Context: an optimization exercise on an open-source flow, tuned for small area, a short achievable clock period and few clock cycles per item. The choices shown serve that exercise and are no tape-out recipe.
In this exercise RTL edits were held to simulation tests only and were not proved equivalent to the original.
Power figures rest on the tool's default switching activity, not on a simulated workload.

<file path="run.sh">
#!/bin/bash
# synth_recipe.tcl (not shown) runs the flow's synth.tcl, then flattens the netlist and writes it again
# the make line also repeats each setting of config.mk as NAME=value (left out here)
make -C /OpenROAD-flow-scripts/flow DESIGN_CONFIG=/design/flow/config.mk WORK_HOME=/design/flow/orfs CLKGATE_MAP_FILE= SYNTH_SCRIPT=/design/flow/synth_recipe.tcl finish
</file>
<file path="config.mk">
export PLATFORM = sky130hd
export DESIGN_NAME = bls_alu
export DESIGN_NICKNAME = bls_alu
export VERILOG_FILES = /design/flow/design.v
export SDC_FILE = /design/flow/constraint.sdc
export NUM_CORES = 4
export LEC_CHECK = 0
export CAP_MARGIN = 20
export CORE_MARGIN = 2
export CORE_UTILIZATION = 40
export SLEW_MARGIN = 20
</file>
<file path="constraint.sdc">
create_clock -name core_clock -period 10.0 [get_ports {clk}]
set_input_delay 2.0000 -clock core_clock [delete_from_list [all_inputs] [get_ports {clk}]]
set_output_delay 2.0000 -clock core_clock [all_outputs]
set_load 0.01 [all_outputs]
</file>
<file path="design.v">
module bls_alu #(
    parameter integer N = 32
) (
    input  wire           clk,
    input  wire           rst,       
    input  wire           start,     
    input  wire [2*N+6:0] iw,        
    output wire           ready,
    output reg            done,
    output reg  [N-1:0]   res,
    output wire [4:0]     flags,     
    output reg  [1:0]     evt,       
    output wire [7:0]     fault,     
    output wire [7:0]     finfo
);
    localparam [3:0] OP_ADD = 4'd0, OP_SUB = 4'd1, OP_MUL = 4'd2, OP_DIV = 4'd3,
                     OP_AND = 4'd4, OP_OR  = 4'd5, OP_XOR = 4'd6, OP_NOT = 4'd7,
                     OP_SHL = 4'd8, OP_SHR = 4'd9, OP_ROL = 4'd10, OP_ROR = 4'd11;
    localparam integer NSTEP = N / 2;    
    wire         vop = iw[2*N+6];
    wire         va  = iw[2*N+5];
    wire         vb  = iw[2*N+4];
    wire [3:0]   op  = iw[2*N+3:2*N];
    wire [N-1:0] fa  = iw[2*N-1:N];
    wire [N-1:0] fb  = iw[N-1:0];
    reg          busy;       
    reg          mode_mul;   
    reg  [3:0]   cnt;
    reg  [N-1:0] acc;        
    reg          c_r, v_r, vsel, zen;
    reg  [1:0]   f_r;
    reg  [3:0]   fi_r;
    assign ready = ~busy;
    assign fault = {6'd0, f_r};
    assign finfo = {4'd0, fi_r};
    assign flags = {^res, res[N-1], v_r | (vsel & |acc), c_r, zen & ~|res};
    wire go     = start & ~busy;
    wire bad1   = ~vop | ~va;
    wire bad2   = (op < OP_NOT) & ~vb;
    wire b_zero = ~|fb;
    wire         is_sub   = (op == OP_SUB);
    wire [N:0]   as_full  = {1'b0, fa} + {1'b0, is_sub ? ~fb : fb} + {{N{1'b0}}, is_sub};
    wire [N-1:0] as_res   = as_full[N-1:0];
    reg [N-1:0] e_res;
    reg         e_c;
    reg         e_v;
    reg [1:0]   e_evt;
    always @(*) begin
        e_res = {N{1'b0}};
        e_c   = 1'b0;
        e_v   = 1'b0;
        e_evt = 2'd0;
        case (op)
            OP_ADD: begin e_res = as_res; e_c = as_full[N]; end
            OP_SUB: begin
                e_res = as_res;
                e_c   = ~as_full[N] | b_zero;
                e_v   = (fa[N-1] ^ fb[N-1]) & ~(as_res[N-1] ^ fb[N-1]);
            end
            OP_MUL: ;
            OP_DIV: e_evt = 2'd2;       
            OP_AND: e_res = fa & fb;
            OP_OR:  e_res = fa | fb;
            OP_XOR: e_res = fa ^ fb;
            OP_NOT: e_res = ~fa;
            OP_SHL: begin e_res = {fa[N-2:0], 1'b0};    e_c = fa[N-1]; end
            OP_SHR: begin e_res = {1'b0, fa[N-1:1]};    e_c = fa[0];   end
            OP_ROL: begin e_res = {fa[N-2:0], fa[N-1]}; e_c = fa[N-1]; end
            OP_ROR: begin e_res = {fa[0], fa[N-1:1]};   e_c = fa[0];   end
            default: e_evt = 2'd1;      
        endcase
    end
    wire [N-1:0] hi_in = go ? {N{1'b0}} : acc;
    wire [N-1:0] lo_in = go ? ((op == OP_MUL) ? fb : fa) : res;
    wire         smul  = go ? (op == OP_MUL) : mode_mul;
    wire [N+1:0] m_t = {2'b00, hi_in}
                     + {2'b00, lo_in[0] ? fa : {N{1'b0}}}
                     + {1'b0, lo_in[1] ? fa : {N{1'b0}}, 1'b0};
    wire [N-1:0] m_hi = m_t[N+1:2];
    wire [N-1:0] m_lo = {m_t[1:0], lo_in[N-1:2]};
    wire [N-1:0] d_s1 = {hi_in[N-2:0], lo_in[N-1]};
    wire [N-1:0] d_d1 = d_s1 - fb;
    wire         d_q1 = ~d_d1[N-1];
    wire [N-1:0] d_a1 = d_q1 ? d_d1 : d_s1;
    wire [N-1:0] d_s2 = {d_a1[N-2:0], lo_in[N-2]};
    wire [N-1:0] d_d2 = d_s2 - fb;
    wire         d_q2 = ~d_d2[N-1];
    wire [N-1:0] d_a2 = d_q2 ? d_d2 : d_s2;
    wire [N-1:0] d_lo = {lo_in[N-3:0], d_q1, d_q2};
    wire [N-1:0] st_hi = smul ? m_hi : d_a2;
    wire [N-1:0] st_lo = smul ? m_lo : d_lo;
    wire iter_start = (op == OP_MUL) | ((op == OP_DIV) & ~b_zero);
    wire last       = (cnt == NSTEP - 2);
    always @(posedge clk) begin
        if (rst) begin
            busy  <= 1'b0;
            done  <= 1'b0;
            res   <= {N{1'b0}};
            c_r   <= 1'b0;
            v_r   <= 1'b0;
            vsel  <= 1'b0;
            zen   <= 1'b0;
            evt   <= 2'd0;
            f_r   <= 2'd0;
            fi_r  <= 4'd0;
        end else begin
            done <= 1'b0;
            if (go) begin
                if (bad1) begin
                    f_r  <= 2'd1;
                    fi_r <= {2'd0, ~va, ~vop};
                    done <= 1'b1;
                end else if (bad2) begin
                    f_r  <= 2'd2;
                    fi_r <= op;
                    done <= 1'b1;
                end else if (iter_start) begin
                    acc      <= st_hi;
                    res      <= st_lo;
                    mode_mul <= (op == OP_MUL);
                    cnt      <= 4'd0;
                    busy     <= 1'b1;
                end else begin
                    res  <= e_res;
                    c_r  <= e_c;
                    v_r  <= e_v;
                    vsel <= 1'b0;
                    zen  <= 1'b1;
                    evt  <= e_evt;
                    f_r  <= 2'd0;
                    fi_r <= 4'd0;
                    done <= 1'b1;
                end
            end else if (busy) begin
                acc <= st_hi;
                res <= st_lo;
                cnt <= cnt + 1'b1;
                if (last) begin
                    busy <= 1'b0;
                    done <= 1'b1;
                    c_r  <= 1'b0;
                    v_r  <= 1'b0;
                    vsel <= mode_mul;
                    zen  <= 1'b1;
                    evt  <= 2'd0;
                    f_r  <= 2'd0;
                    fi_r <= 4'd0;
                end
            end
        end
    end
endmodule
</file>
==> results.cfg <==
[drt]
detailedRoute.firstPassIterationCount = 6
num_vias = 17800
drc = 0
route.detailed.wl_per_inst_um = 24.1
detail-route-antenna-nets = 0
per_cell_via_count_in_the_routed_design = 6.34
drtIter0Drc = 2166
postRouteWirelength_um = 67500

[timing]
final-max-slew-violation-count = 0
tightest_slew_ps = 1090
share_of_the_clock_period_used_by_the_worst_path_pct = 96.0
fin_setup_tns_ps = 0
finClkSkew_ps = 16.5
finalHoldWorstSlack_ps = 452
finalWorstPathRequiredPeriod_ps = 9600
setup_violations = 0
slew_headroom_pct = 25.3
unrepaired_setup_endpoints_after_global_routing = no
peak_freq_mhz = 104
finalHoldViolCount = 0

[clock_network]
root_buffer = clkbuf_16
tritoncts = yes
worstSkewPairLatency_ps = 380
cts.repair_timing.setup_buffer_count = 0
cts_num_sinks = 83
cts.htree.levels = 3
cts.clk_slew.worst_paths_ps = 70
ctsLongestPathBuffers = 2
cts_inserted_buffers = 9

[place]
io_buffer_count = 120
dpl.cell_count = 2784
gp_congestion = 0.980
post-dp-hpwl_um = 53000

[floorplanning]
dieArea_um2 = 42400
die_h_um = 206
io_count = 131
floorplan.die.width_um = 206
starting_density_of_the_core_pct = 40.7
placement_rows = 73
core_area_um2 = 40000

[layout]
final_layout_size_suffix_gt1_share_pct = 4.35
area_delta_synth_final_pct = 12.6
finalNetCount = 2586
antenna_diodes = 0
stdcell_count = 2801
filler_cell_count = 4123

[global_routing]
grt_remaining_overflow = 0
grt_usage_pct = 31.4
initial_antenna_violation_count = 0
grt_first_pass_wirelength_um = 101000
grt_pass1_vias = 16900
grt_start_max_net_pins = 84

[worst_setup_path]
timing.reg2reg.setup_slack_ps = 2140
worst-setup-path-type = in -> reg
timing.rr.start = busy
worst_r2r_path_depth = 22
arrival_ps = 9760
reg2reg_to = acc[18]
critPathRequiredTime_ps = 10160
worstSetupEndpointType = flop
worstSetupStartpointType = input pin
critical_path_peak_fanout = 22

[yosys]
netlist.area_leader.share_pct = 15.9
synth_cell_types = 80
async_flop_share_pct = 0
synth_flop_cell = dfxtp_1
synth_area_leader = ha_1
synth_edf_count = 37
synth.ff_latch_count = 83
synthTopCellsByArea = ha_1, edfxtp_1, a21oi_1
synthesis.area_um2 = 16300
post_synth_inst_count = 2220
synth-seq-area-share_pct = 12.5
yosys_warnings = 1
postSynthAreaPerCell_um2 = 7.34

[hold_path]
min_path_cells = 2
worstHoldStart = v_r
worstHoldEndpoint = v_r
worstHoldPathType = reg -> reg

[job]
timing.max_cap.violations = 0

[outcome]
run_status = complete, no violations

[power_and_ir_drop]
leakagePower_uw = 0.00761
worst_ir_drop_vdd_v = 0.0000705
power_density_nw_per_um2 = 113
## Yosys cell counts (45+ instances only)
master / count
a221oi_1: 45
nor2_1: 168
nand3_1: 56
and2_1: 90
o21ai_0: 137
nand2_1: 186
dfxtp_1: 46
ha_1: 207
inv_1: 159
clkbuf_1: 98
o211ai_1: 48
xnor2_1: 112
a211oi_1: 50
a21o_1: 53
a21oi_1: 199
## worst max-delay path by stage
stage,startpoint,end,depth (start not counted)
CTS,start,acc[18],21
detailed placement,start,acc[18],21
global placement,start,acc[25],21
floorplan,iw[64],acc[13],29
finish,start,acc[18],23
global route,start,acc[11],26
## report_power, final
group / switching [uW] / internal, uW / total [uW]
sequential: 11.0 / 381 / 392
combinational: 792 / 510 / 1300
clock: 171 / 206 / 377
total: 974 / 1100 / 2070
## flip-flops by register name (all words and copies together) (netlist names), 2 cells and up
| signal | cells |
|---|---|
| res | 32 |
| f_r | 2 |
| acc | 32 |
| fi_r | 4 |
| cnt | 4 |
| evt | 2 |
## placed cells by master, fill, tap and decap left out, types with 33 or more instances in the layout
cell type          n
a211oi_1          50
a21o_1            53
a21oi_1          196
a221oi_1          45
and2_1            88
buf_4             41
clkdlybuf4s50_1  119
dfxtp_1           46
edfxtp_1          37
fa_1              34
ha_1             207
inv_1            159
nand2_1          183
nand3_1           56
nand4_1           33
nor2_1           166
nor3_1            34
o211ai_1          48
o21ai_0          137
xnor2_1          112
xor2_1            38
## worst max-delay path, stage by stage
cell,delay [ps]
clkdlybuf4s50_1,700
nand2b_2,370
buf_4,310
and2_1,210
ha_1,330
a21o_1,180
a211o_1,310
a2111oi_0,480
a21oi_1,180
or3_1,440
and2_2,400
o31ai_1,590
ha_1,400
o31a_1,300
o32a_1,260
o2111a_1,320
o21ai_0,350
xnor2_1,320
inv_1,110
nand3_1,180
buf_4,300
nand2_2,220
o311ai_0,450
## per-layer routing
| metal | vias to the layer above | track usage, % | wire, um |
|---|---|---|---|
| met5 | - | 0 | 0 |
| met3 | 149 | 4.32 | 6030 |
| met2 | 935 | 49.3 | 29600 |
| li1 | 8243 | - | - |
| met1 | 8423 | 43.0 | 29200 |
| met4 | 0 | 13.0 | 2740 |
## logic make-up after synthesis
group	after synthesis	share of synthesized area, %
fa+ha+maj	241	20.1
mux	18	1.11
xor+xnor	150	8.06
simple gates	684	20.3
buf+inv	290	7.04
flops	83	12.5
compound gates	753	30.9
other cells	1	0.0230
## area by class of cell
cell class | instances | area, um^2 | area share (%)
Multi-Input combinational cell | 1856 | 13200 | 72.0
Timing Repair Buffer | 162 | 1530 | 8.35
Sequential cell | 83 | 2030 | 11.1
Clock buffer | 12 | 289 | 1.57
Inverter | 159 | 597 | 3.25
Tap cell | 525 | 657 | 3.58
Clock inverter | 4 | 27.5 | 0.150
## what timing repair did
item	4_1_cts	5_1_grt
gates resized for setup	0	4
endpoints found under the setup margin	0	21
hold buffers	0	0
endpoints found under the hold margin	0	0
## stage by stage
step,instance area [um^2],util [%],power (uW),setup slack (ps)
2_1_floorplan,16300,-,1270,1590
3_3_place_gp,18000,45.0,1650,-28.8
3_5_place_dp,18000,45.0,1660,-246
4_1_cts,18300,45.8,2040,64.1
5_1_grt,18400,45.9,2190,8.70
6_report,18400,45.9,2070,401
Testbench counts, summed over its fixed seeds: cycles 5,590, instrs 1,600.

afterwards: timing with drivers on the ports:
The flow's constraints put no driver on any port. The routed layout listed below was extracted and timed again, unchanged, in two steps.
Step 1 (the two cells are an assumption about what drives the block):
set clk [get_ports {clk}]
set_driving_cell -lib_cell sky130_fd_sc_hd__clkbuf_16 $clk
set_driving_cell -lib_cell sky130_fd_sc_hd__buf_2 [delete_from_list [all_inputs] $clk]
Step 2, shift: input delay + t, output delay - t, t = (earliest + latest rising clock arrival at the registers) / 2. This alone moves slack from input paths to output paths.
a / b / c = ideal / step 1 / step 2; a / b = the first two.
t (ns): 0.427
slack for setup (ns): 0.401 / 0.427 / -0.001
latest minus earliest clock arrival (ns): 0.019 / 0.019
worst data-port slew with drivers (ns): 0.04
cell pins on the clock port's net: 1
Met with ideal ports but missed after step 2: setup timing in this run. The setup slack of this run moves by +0.026 ns with the drivers and by -0.402 ns with both steps.
